This design comes from an exercise in tuning for small area, a short achievable clock period and few clock cycles on the open sky130 flow, not from production work.
Only simulation tests tie the RTL to the original design; equivalence was not proved.
Power is estimated from default activity; no workload was simulated.

===== flow/run.sh =====
#!/bin/bash
# synth_recipe.tcl (not shown) runs the flow's synth.tcl, then flattens the netlist and writes it again
# the make line also repeats each setting of config.mk as NAME=value (left out here)
make -C /OpenROAD-flow-scripts/flow DESIGN_CONFIG=/design/flow/config.mk WORK_HOME=/design/flow/orfs CLKGATE_MAP_FILE= SYNTH_SCRIPT=/design/flow/synth_recipe.tcl finish

===== flow/design.v =====
module udps_capture (
    input  wire        clk,
    input  wire        rst,
    input  wire [31:0] cfg_frame_size,
    input  wire [31:0] cfg_header,
    input  wire [31:0] cfg_payload,
    input  wire [31:0] cfg_spf,
    input  wire [31:0] cfg_pack,
    input  wire        hdr_valid,
    output wire        hdr_ready,
    input  wire [15:0] hdr_tag,
    input  wire [31:0] hdr_caplen,
    input  wire [31:0] hdr_wirelen,
    input  wire        in_valid,
    output wire        in_ready,
    input  wire [7:0]  in_data,
    output wire        smp_valid,
    input  wire        smp_ready,
    output wire [15:0] smp_data,
    output wire        smp_last,
    output reg         res_valid,
    output reg         res_drop,
    output reg  [7:0]  res_reason,
    output reg  [63:0] frames_received,
    output reg  [63:0] bytes_received,
    output reg  [63:0] frames_dropped,
    output reg  [7:0]  drop_reason
);
    localparam [31:0] MAX_CAPLEN = 32'd2047;
    localparam [7:0] DROP_LINK_UNSUPPORTED = 8'h30;
    localparam [7:0] DROP_LINK_TRUNCATED   = 8'h31;
    localparam [7:0] DROP_NOT_IPV4         = 8'h32;
    localparam [7:0] DROP_IP_TRUNCATED     = 8'h33;
    localparam [7:0] DROP_IP_VERSION       = 8'h34;
    localparam [7:0] DROP_IP_IHL           = 8'h35;
    localparam [7:0] DROP_NOT_UDP          = 8'h36;
    localparam [7:0] DROP_UDP_LENGTH       = 8'h37;
    localparam [7:0] DROP_LENGTH_MISMATCH  = 8'h38;
    localparam [7:0] DROP_UNPACK           = 8'h39;
    localparam [7:0] DROP_OVERSIZE         = 8'h3A;
    localparam [7:0] DROP_UDP_TRUNCATED    = 8'h3B;
    localparam [1:0] S_IDLE   = 2'd0;
    localparam [1:0] S_BYTES  = 2'd1;
    localparam [1:0] S_RESULT = 2'd2;
    reg [1:0]  state;
    reg [31:0] caplen;
    reg [31:0] wirelen;
    reg [31:0] pos;           
    reg        failed;
    reg [7:0]  reason;
    reg        publish;       
    reg [31:0] et_pos;        
    reg [7:0]  et_hi;
    reg        l3_known;
    reg [31:0] l3;
    reg [31:0] udp;           
    reg        udp_known;     
    reg [7:0]  ulen_hi;
    reg [31:0] off;           
    reg [15:0] sbuf0, sbuf1, sbuf2, sbuf3;
    reg [2:0]  scount;
    reg [31:0] sidx;          
    reg [7:0]  grp0, grp1, grp2, grp3;
    reg [7:0]  lo_byte;
    wire all_in = (pos == caplen);
    wire [31:0] pay_start = off + cfg_header;
    wire [31:0] pay_len   = (cfg_pack == 32'd1) ? {cfg_spf[30:0], 1'b0} : cfg_payload;
    wire [31:0] pay_k     = pos - pay_start;
    wire        in_pay    = publish && (pos >= pay_start) && (pay_k < pay_len);
    reg  [2:0]  gcnt;         
    wire        emits     = in_pay && ((cfg_pack == 32'd1) ? pay_k[0] : (gcnt == 3'd4));
    assign hdr_ready = (state == S_IDLE);
    assign in_ready  = (state == S_BYTES) && !all_in && (!emits || scount == 3'd0);
    wire hdr_fire = hdr_valid && hdr_ready;
    wire in_fire  = in_valid && in_ready;
    assign smp_valid = (scount != 3'd0);
    assign smp_data  = sbuf0;
    assign smp_last  = (sidx == cfg_spf - 32'd1);
    wire   smp_fire  = smp_valid && smp_ready;
    wire [15:0] et_word  = {et_hi, in_data};
    wire        et_vlan  = (et_word == 16'h8100) || (et_word == 16'h88A8);
    wire [31:0] udp_at   = l3 + {26'd0, in_data[3:0], 2'b00};
    wire [31:0] ulen     = {16'd0, ulen_hi, in_data};
    wire [31:0] pay_cap  = caplen - (udp + 32'd8);
    wire [31:0] ulen_pl  = ulen - 32'd8;
    wire [31:0] rec_len  = (ulen_pl < pay_cap) ? ulen_pl : pay_cap;
    always @(posedge clk) begin
        if (rst) begin
            state           <= S_IDLE;
            caplen          <= 32'd0;
            wirelen         <= 32'd0;
            pos             <= 32'd0;
            failed          <= 1'b0;
            reason          <= 8'd0;
            publish         <= 1'b0;
            et_pos          <= 32'd0;
            et_hi           <= 8'd0;
            l3_known        <= 1'b0;
            l3              <= 32'd0;
            udp             <= 32'd0;
            udp_known       <= 1'b0;
            gcnt            <= 3'd0;
            ulen_hi         <= 8'd0;
            off             <= 32'd0;
            sbuf0           <= 16'd0;
            sbuf1           <= 16'd0;
            sbuf2           <= 16'd0;
            sbuf3           <= 16'd0;
            scount          <= 3'd0;
            sidx            <= 32'd0;
            grp0            <= 8'd0;
            grp1            <= 8'd0;
            grp2            <= 8'd0;
            grp3            <= 8'd0;
            lo_byte         <= 8'd0;
            res_valid       <= 1'b0;
            res_drop        <= 1'b0;
            res_reason      <= 8'd0;
            frames_received <= 64'd0;
            bytes_received  <= 64'd0;
            frames_dropped  <= 64'd0;
            drop_reason     <= 8'd0;
        end else begin
            res_valid <= 1'b0;
            if (res_valid) begin
                if (res_drop) begin
                    frames_dropped <= frames_dropped + 64'd1;
                    drop_reason    <= res_reason;
                end else begin
                    frames_received <= frames_received + 64'd1;
                    bytes_received  <= bytes_received + {32'd0, wirelen};
                end
            end
            if (smp_fire) begin
                sbuf0  <= sbuf1;
                sbuf1  <= sbuf2;
                sbuf2  <= sbuf3;
                scount <= scount - 3'd1;
                sidx   <= sidx + 32'd1;
            end
            case (state)
            S_IDLE: begin
                if (hdr_fire) begin
                    caplen   <= hdr_caplen;
                    wirelen  <= hdr_wirelen;
                    pos      <= 32'd0;
                    failed   <= 1'b0;
                    reason   <= 8'd0;
                    publish  <= 1'b0;
                    et_pos   <= 32'd12;
                    l3_known <= 1'b0;
                    l3       <= 32'd0;
                    udp_known <= 1'b0;
                    gcnt     <= 3'd0;
                    sidx     <= 32'd0;
                    state    <= S_BYTES;
                    if (hdr_caplen > MAX_CAPLEN) begin
                        failed <= 1'b1;
                        reason <= DROP_OVERSIZE;
                        caplen <= 32'd0;           
                    end else begin
                        case (hdr_tag)
                        16'd1: begin
                            if (hdr_caplen < 32'd14) begin
                                failed <= 1'b1;
                                reason <= DROP_LINK_TRUNCATED;
                            end
                        end
                        16'd2: begin
                            if (hdr_caplen < 32'd16) begin
                                failed <= 1'b1;
                                reason <= DROP_LINK_TRUNCATED;
                            end else if (hdr_caplen - 32'd16 < 32'd20) begin
                                failed <= 1'b1;
                                reason <= DROP_IP_TRUNCATED;
                            end
                            l3       <= 32'd16;
                            l3_known <= 1'b1;
                        end
                        16'd3: begin
                            if (hdr_caplen < 32'd20) begin
                                failed <= 1'b1;
                                reason <= DROP_LINK_TRUNCATED;
                            end else if (hdr_caplen - 32'd20 < 32'd20) begin
                                failed <= 1'b1;
                                reason <= DROP_IP_TRUNCATED;
                            end
                            l3       <= 32'd20;
                            l3_known <= 1'b1;
                        end
                        16'd4: begin
                            if (hdr_caplen < 32'd20) begin
                                failed <= 1'b1;
                                reason <= DROP_IP_TRUNCATED;
                            end
                            l3       <= 32'd0;
                            l3_known <= 1'b1;
                        end
                        default: begin
                            failed <= 1'b1;
                            reason <= DROP_LINK_UNSUPPORTED;
                        end
                        endcase
                    end
                end
            end
            S_BYTES: begin
                if (in_fire) begin
                    pos <= pos + 32'd1;
                    if (!failed && !publish) begin
                        if (!l3_known) begin
                            if (pos == et_pos) begin
                                et_hi <= in_data;
                            end else if (pos == et_pos + 32'd1) begin
                                if (et_vlan) begin
                                    if (et_pos + 32'd6 > caplen) begin
                                        failed <= 1'b1;
                                        reason <= DROP_LINK_TRUNCATED;
                                    end
                                    et_pos <= et_pos + 32'd4;
                                end else if (et_word != 16'h0800) begin
                                    failed <= 1'b1;
                                    reason <= DROP_NOT_IPV4;
                                end else begin
                                    l3       <= et_pos + 32'd2;
                                    l3_known <= 1'b1;
                                    if (caplen - (et_pos + 32'd2) < 32'd20) begin
                                        failed <= 1'b1;
                                        reason <= DROP_IP_TRUNCATED;
                                    end
                                end
                            end
                        end else begin
                            if (pos == l3) begin
                                if (in_data[7:4] != 4'd4) begin
                                    failed <= 1'b1;
                                    reason <= DROP_IP_VERSION;
                                end else if (in_data[3:0] < 4'd5) begin
                                    failed <= 1'b1;
                                    reason <= DROP_IP_IHL;
                                end
                                udp <= udp_at;
                            end else if (pos == l3 + 32'd9) begin
                                if (in_data != 8'd17) begin
                                    failed <= 1'b1;
                                    reason <= DROP_NOT_UDP;
                                end else if (caplen < udp + 32'd8) begin
                                    failed <= 1'b1;
                                    reason <= DROP_UDP_TRUNCATED;
                                end else begin
                                    udp_known <= 1'b1;
                                end
                            end else if (udp_known && pos == udp + 32'd4) begin
                                ulen_hi <= in_data;
                            end else if (udp_known && pos == udp + 32'd5) begin
                                off <= udp + 32'd8;
                                if (ulen < 32'd8) begin
                                    failed <= 1'b1;
                                    reason <= DROP_UDP_LENGTH;
                                end else if (rec_len != cfg_frame_size) begin
                                    failed <= 1'b1;
                                    reason <= DROP_LENGTH_MISMATCH;
                                end else if (cfg_pack != 32'd0 && cfg_pack != 32'd1) begin
                                    failed <= 1'b1;
                                    reason <= DROP_UNPACK;
                                end else begin
                                    publish <= 1'b1;
                                end
                            end
                        end
                    end
                    if (in_pay) begin
                        if (cfg_pack == 32'd1) begin
                            if (!pay_k[0]) begin
                                lo_byte <= in_data;
                            end else begin
                                sbuf0  <= {in_data, lo_byte};
                                scount <= 3'd1;
                            end
                        end else begin
                            gcnt <= (gcnt == 3'd4) ? 3'd0 : gcnt + 3'd1;
                            case (gcnt)
                            3'd0: grp0 <= in_data;
                            3'd1: grp1 <= in_data;
                            3'd2: grp2 <= in_data;
                            3'd3: grp3 <= in_data;
                            default: begin
                                sbuf0  <= {6'd0, in_data[1:0], grp0};
                                sbuf1  <= {6'd0, in_data[3:2], grp1};
                                sbuf2  <= {6'd0, in_data[5:4], grp2};
                                sbuf3  <= {6'd0, in_data[7:6], grp3};
                                scount <= 3'd4;
                            end
                            endcase
                        end
                    end
                end else if (all_in && scount == 3'd0) begin
                    state <= S_RESULT;
                end
            end
            S_RESULT: begin
                res_valid  <= 1'b1;
                res_drop   <= !publish;
                res_reason <= publish ? 8'd0 : reason;
                state      <= S_IDLE;
            end
            default: state <= S_IDLE;
            endcase
        end
    end
endmodule

===== flow/config.mk =====
export PLATFORM = sky130hd
export DESIGN_NAME = udps_capture
export DESIGN_NICKNAME = udps_capture
export VERILOG_FILES = /design/flow/design.v
export SDC_FILE = /design/flow/constraint.sdc
export NUM_CORES = 4
export LEC_CHECK = 0
export CAP_MARGIN = 20
export CORE_MARGIN = 2
export CORE_UTILIZATION = 40
export PLACE_DENSITY = 0.6
export SLEW_MARGIN = 20

===== flow/constraint.sdc =====
create_clock -name core_clock -period 12.0 [get_ports {clk}]
set_input_delay 2.4000 -clock core_clock [delete_from_list [all_inputs] [get_ports {clk}]]
set_output_delay 2.4000 -clock core_clock [all_outputs]
set_load 0.01 [all_outputs]

==> flow_summary.json <==
{
  "hold_buffers": 0,
  "ys_types": 100,
  "root_buffer": "clkbuf_16",
  "async_flop_share_pct": 0,
  "grt_pass1_vias": 38450,
  "slew_violations": 0,
  "synthFlopType": "dfxtp_1",
  "grt_max_degree": 117,
  "multi_input_comb_area_um2": 28620,
  "cts_setup_buffers": 0,
  "synth_area_leaders": "dfxtp_1, ha_1, xnor2_1, nor2_1, xor2_1",
  "hold_slack_ps": 443.9,
  "clkSinkCount": 588,
  "fmax_mhz": 88.65,
  "slew_headroom_pct": 23.81,
  "nNetsFinal": 6344,
  "crit_arrival_ps": 8880,
  "clock_latency_ps": 670,
  "min_period_over_period_pct": 94.00,
  "wl_per_cell_um": 21.51,
  "core-area_um2": 105100,
  "area_growth_pct": 20.01,
  "period_minus_slack_ps": 11280,
  "cts_made_buffers": 70,
  "register_area_um2": 11770,
  "die_h_um": 329.1,
  "final_core_util_pct": 48.27,
  "setup_violations": 0,
  "clkTransAtPathRegs_ps": 50,
  "crit_path_max_incr_delay_ps": 460,
  "final_common_cell": "nor2_1",
  "cp-end-kind": "output port",
  "cpMaxStageDelayCell": "clkdlybuf4s50_1",
  "clock_path_buffers": 3,
  "ys_ff_latch": 588,
  "vias": 41060,
  "cts_tree": "yes",
  "track_usage_pct": 27.84,
  "status": "no timing/DRC/antenna violations",
  "synth-seq-area-share_pct": 27.84,
  "synth_edf_count": 0,
  "synth_top_area_cell": "dfxtp_1",
  "die_area_um2": 108300,
  "powerDensity_nw_per_um2": 99.69,
  "crit_required_ps": 9600,
  "crit_top_cell": "a21oi_1",
  "start_util_pct": 40.22,
  "path_class": "in -> out",
  "hp-class": "reg -> reg",
  "syn_inst": 5480,
  "critPathLaunchType": "input pin",
  "layout_common_cells": "nor2_1, dfxtp_1, nand2_1",
  "grt_overflow": 0,
  "ioPinCount": 483,
  "fin_tns_setup_ps": 0,
  "fin_skew_ps": 32.86,
  "ir_drop_mv": 0.1027,
  "htree_levels": 3,
  "worst_slew_pin_slew_ps": 1142,
  "grt_first_pass_wirelength_um": 234500,
  "wirelength_um": 156100,
  "syn-mean-instance-area_um2": 7.716,
  "layout-drive-gt1-share_pct": 4.401,
  "yosysWarningCount": 1,
  "hold_violations": 0,
  "drc": 0,
  "gp_congestion": 0.9660,
  "netlist.area_leader.share_pct": 27.84,
  "maxCapViolations": 0,
  "crit_fanout": 6,
  "n_fill_cell": 10500,
  "p_total_mw": 5.058,
  "cts_resized": 0,
  "rows": 119,
  "hpwl_um": 119900,
  "die_x_um": 329.1,
  "rsz0062_at_grt": "false",
  "syn-cell-area_um2": 42280,
  "drt_iter0_drc": 3249,
  "ant_nets": 0,
  "power.leakage_nw": 19.97,
  "dr.pass1.iters": 6,
  "antenna_found_initial": 28,
  "io_buffers": 478,
  "via_per_inst": 5.659
}
==> through the flow <==
step / setup WS, ps / instance area (um2) / cells
3_3_place_gp: 162.1 / 48200 / 7126
3_5_place_dp: 170.9 / 48200 / 7126
6_report: 719.6 / 50740 / 7255
4_1_cts: 107.7 / 50710 / 7253
5_1_grt: 113.5 / 50740 / 7254
2_1_floorplan: 1881 / 42290 / 5483
==> cell families (layout without fill, tap and decap cells) <==
logic type	after synthesis	in the layout	synth area share [%]
compound gates	1136	1136	17.09
xor+xnor	623	623	13.20
fa+ha+maj	284	284	8.493
buf+inv	502	881	4.649
flops	588	588	27.84
mux	136	136	3.255
other cells	1	6	0.008869
simple gates	2210	2210	25.47
==> state kept, by name (all words and copies together), names as in the netlist, 30 cells and up <==
register         flops
udp                 32
off                 32
frames_received     64
l3                  32
et_pos              30
caplen              32
frames_dropped      64
sidx                32
pos                 32
wirelen             32
bytes_received      64
==> routing by layer <==
layer	part of all wire, %	up-vias	global-route usage, %
met1	44	19390	36.74
met2	45	1349	44.55
met5	0.20	-	0
li1	-	20010	-
met4	3.0	46	8.646
met3	8.5	273	6.967
==> cell usage after synthesis (10+ instances only) <==
master / instances
a2111oi_0: 11
o31ai_1: 16
ha_1: 279
and2_1: 67
a311oi_1: 27
nand3b_1: 15
nand2b_1: 56
a21o_1: 91
o21bai_1: 26
nand2_1: 544
or3_1: 70
nor2b_1: 50
dfxtp_1: 588
or2_2: 19
buf_2: 12
o21ai_0: 176
o21a_1: 53
a22oi_1: 29
nand3_1: 176
a31oi_1: 28
a211o_1: 19
buf_1: 11
nand4_1: 139
xor2_1: 281
xnor2_1: 333
and3_1: 82
a211oi_1: 78
nor2_1: 667
a21oi_1: 422
inv_1: 203
or4_1: 22
mux2i_1: 127
a21boi_0: 12
nor4b_1: 10
nor3_1: 125
and4_1: 32
o211ai_1: 23
clkbuf_1: 259
o2111ai_1: 10
o22ai_1: 20
nor4_1: 79
==> layout make-up <==
type | instances | share of cell area (%)
Multi-Input combinational cell | 4393 | 56.41
Sequential cell | 588 | 23.20
Timing Repair Buffer | 549 | 10.49
Clock buffer | 105 | 4.106
Tap cell | 1391 | 3.430
Inverter | 205 | 1.516
Clock inverter | 22 | 0.8359
Antenna cell | 2 | 0.009863
==> final timing paths <==
| path | slack, ps | cells past startpoint | endpoint | startpoint |
|---|---|---|---|---|
| worst max-delay path | 720 | 33 | in_ready | cfg_header[0] |
| worst min-delay path | 440 | 2 | sbuf1[15] | sbuf2[15] |
| worst max register to register | 2700 | 24 | publish | udp[5] |
| worst min register to register | 440 | 2 | sbuf1[15] | sbuf2[15] |
==> worst max-delay path: cells and delay by family <==
family	cells	cell delay [ps]
xor gates and xnor gates	2	250
buffers and inverters	4	930
adders and majority gates	4	1230
AOI/OAI and AO/OA	16	2790
and+or+nand+nor	7	1250
==> power by group <==
group          internal (mW)  switching, mW
registers               1.99         0.0425
clock network           1.35          0.941
logic                  0.268          0.465
total                   3.61           1.45
Testbench counts, summed over its fixed seeds: cycles 184,047.

## re-timing with driven ports
Ports are ideal in the flow. The routed layout listed here was re-timed in OpenROAD.
Step 1 assumes that a clkbuf_16 drives the clock port and a buf_2 every other input.
Step 2 also shifts input and output timing later by t, the mid clock arrival at the registers, as if the neighbouring blocks saw the same clock.
Three values: ideal ports, drivers, drivers and shift; two values: the first two.
t (ns): 0.734
setup WS [ns]: 0.720 / 0.670 / 0.670
pins driven straight from the clock port: 1
After both steps setup and hold are still met in this run. The setup slack of this run moves by -0.050 ns with the drivers and by -0.050 ns with both steps.
